What follows belongs to an exercise in optimizing a design on an open flow for small area, a short achievable clock period and few clock cycles; a production flow would make more cautious choices.
The RTL was checked by simulation tests, not by an equivalence proof against the original design.
Power and IR drop assume default switching activity.

==> fjord <==
// disk_controller_top
module disk_controller_top (
    input             clk,
    input             rst_n,
    input             req,
    input             we,
    input      [2:0]  addr,
    input      [7:0]  wdata,
    output            ready,
    output     [7:0]  rdata,
    output reg        drq,
    output            attn,
    input      [1:0]  geom_present,
    input      [15:0] geom_heads,
    input      [15:0] geom_spt,
    input      [31:0] geom_bps,
    output            st_req,
    output            st_we,
    output            st_drive,
    output     [31:0] st_lba,
    output     [8:0]  st_idx,
    output     [7:0]  st_wdata,
    input             st_ack,
    input      [7:0]  st_rdata
);
    localparam S  = 16;           
    localparam TW = 5;            
    localparam SD = 16;           
    localparam SW = 4;            
    localparam A_DATA = 3'd0, A_HSEL = 3'd1, A_SSTAT = 3'd2, A_STAT = 3'd3, A_ATTN = 3'd4;
    localparam S_IDLE = 3'd0,     
               S_RDXL = 3'd1,     
               S_LOAD = 3'd2,     
               S_WR   = 3'd3,     
               S_CMD  = 3'd4;     
    reg [2:0] state, state_n;
    reg       idle_q;              
    reg       rdy_w0, rdy_r0;      
    reg       ok_q;                
    reg [8:0] pos_n;
    reg [9:0] off_n;
    reg       hz_n, cif_w_n;
    reg       cmd_q;               
    reg       xlw_q;               
    reg       ld_last_q;           
    reg       wr_last_q;           
    reg [8:0] spos_n;
    reg [9:0] ntx_n, nb_n;
  ...
==> flow/config.mk <==
export PLATFORM = sky130hd
export DESIGN_NAME = disk_controller_top
export DESIGN_NICKNAME = disk_controller_top
export VERILOG_FILES = /design/flow/design.v
export SDC_FILE = /design/flow/constraint.sdc
export NUM_CORES = 8
export LEC_CHECK = 0
export CAP_MARGIN = 20
export CORE_MARGIN = 2
export CORE_UTILIZATION = 50
export CTS_BUF_LIST = sky130_fd_sc_hd__clkbuf_16
export CTS_CLUSTER_DIAMETER = 60
export CTS_CLUSTER_SIZE = 30
export SETUP_SLACK_MARGIN = 5
export SLEW_MARGIN = 20
export SYNTH_HIERARCHICAL = 1
export SYNTH_MEMORY_MAX_BITS = 8192
export SYNTH_MINIMUM_KEEP_SIZE = 0
==> flow/constraint.sdc <==
create_clock -name core_clock -period 12.0 [get_ports {clk}]
set_input_delay 2.4000 -clock core_clock [delete_from_list [all_inputs] [get_ports {clk}]]
set_output_delay 2.4000 -clock core_clock [all_outputs]
set_load 0.01 [all_outputs]
run.sh (not shown) runs the stock make flow with config.mk's settings and CLKGATE_MAP_FILE= SYNTH_SCRIPT=/design/flow/synth_recipe.tcl, a recipe that flattens the netlist after the stock synthesis.
==> juniper (differences from fjord) <==
==> flow/flow/run.sh (new file) <==
#!/bin/bash
# The standard layout, with a larger setup margin for timing repair (the
# clock and constraints are unchanged) and the smallest buffer on the ports.
set -euo pipefail
bash standard.sh SETUP_SLACK_MARGIN=7 "BUFFER_PORTS_ARGS=-buffer_cell sky130_fd_sc_hd__buf_1" finish > make_finish.log 2>&1
==> flow/standard.sh (new file) <==
#!/bin/bash
# synth_recipe.tcl (not shown) runs the flow's synth.tcl, then flattens the netlist and writes it again
# the make line also repeats each setting of config.mk as NAME=value (left out here)
make -C /OpenROAD-flow-scripts/flow DESIGN_CONFIG=/design/flow/config.mk WORK_HOME=/design/flow/orfs CLKGATE_MAP_FILE= SYNTH_SCRIPT=/design/flow/synth_recipe.tcl "${@:-finish}"
SETUP_SLACK_MARGIN = default   (was 5)
removed: flow/run.sh
==> results by group <==
Outcome
  – Status: no timing/DRC/antenna violations

Layout
  – Sequential cell area share: between 70% and 80%
  – P&R area growth vs syn: 10.0%
  – Fill cell count: between 15k and 20k
  – Non-filler cells in the finished layout: 10.5k
  – Multi-input gate share of total cell area: between 10% and 20%

Setup path
  – Worst path cell trace: clkbuf_16, a211oi_2, a31o_1, a21oi_4, buf_6
  – Critical Path Max Stage Delay: roughly 0.19 ns

STA
  – Clock skew: ~0.053 ns

GRT
  – Vias in the first global route: 49.2k

Placement
  – Cell Area, Placed: around 120000 sq um
[end of results for juniper]
==> results by group <==
Outcome
  – Status: no timing/DRC/antenna violations

Setup path
  – Crit path buf inv count: 2
  – Critical Path Max Stage Delay: 0.79 ns
  – Worst path cell trace: clkdlybuf4s50_1, a211oi_1, a31o_1, a21oi_2, clkdlybuf4s50_1

Layout
  – P&R area growth vs syn: 10.0%
  – Fill cell count: around 18k
  – Sequential cell area share: roughly 76%
  – Non-filler cells in the finished layout: approximately 10k
  – Multi-input gate share of total cell area: 14.2%

STA
  – Relative slew margins: about 28%
  – Clock skew: around 0.057 ns

Placement
  – Cell Area, Placed: roughly 120000 sq um

Power
  – Top pwr grp: sequential cells

GRT
  – Vias in the first global route: roughly 49k
[end of results for fjord]
Testbench counts of fjord, summed over its fixed seeds: cycles 134,519.
Testbench counts of juniper, summed over its fixed seeds: cycles 134,519.

[port drivers added, routing unchanged]
How much do the figures lean on ideal ports? The routed layouts below were timed once more, with nothing changed but the port constraints. Step 1 (the two cells are an assumption about what drives the block):
set clk [get_ports {clk}]
set_driving_cell -lib_cell sky130_fd_sc_hd__clkbuf_16 $clk
set_driving_cell -lib_cell sky130_fd_sc_hd__buf_2 [delete_from_list [all_inputs] $clk]
Step 2, shift: input delay + t, output delay - t, t = (earliest + latest rising clock arrival at the registers) / 2. This alone moves slack from input paths to output paths. Slacks: ideal ports / drivers / drivers and shift; pairs: ideal ports / drivers.
run | t (ns) | setup slack, ns | clock arrival spread, ns | worst register clock-pin slew, ns | worst slew at a driven data input, ns
fjord | 0.945 | 5.149 / 5.121 / 4.707 | 0.059 / 0.059 | 0.11 / 0.11 | 0.07
juniper | 0.954 | 6.509 / 6.460 / 5.816 | 0.055 / 0.056 | 0.11 / 0.11 | 0.07
After both steps every run listed still meets setup and hold. For juniper, which loses most, drivers alone change the setup slack by -0.049 ns; drivers and shift together by -0.693 ns.
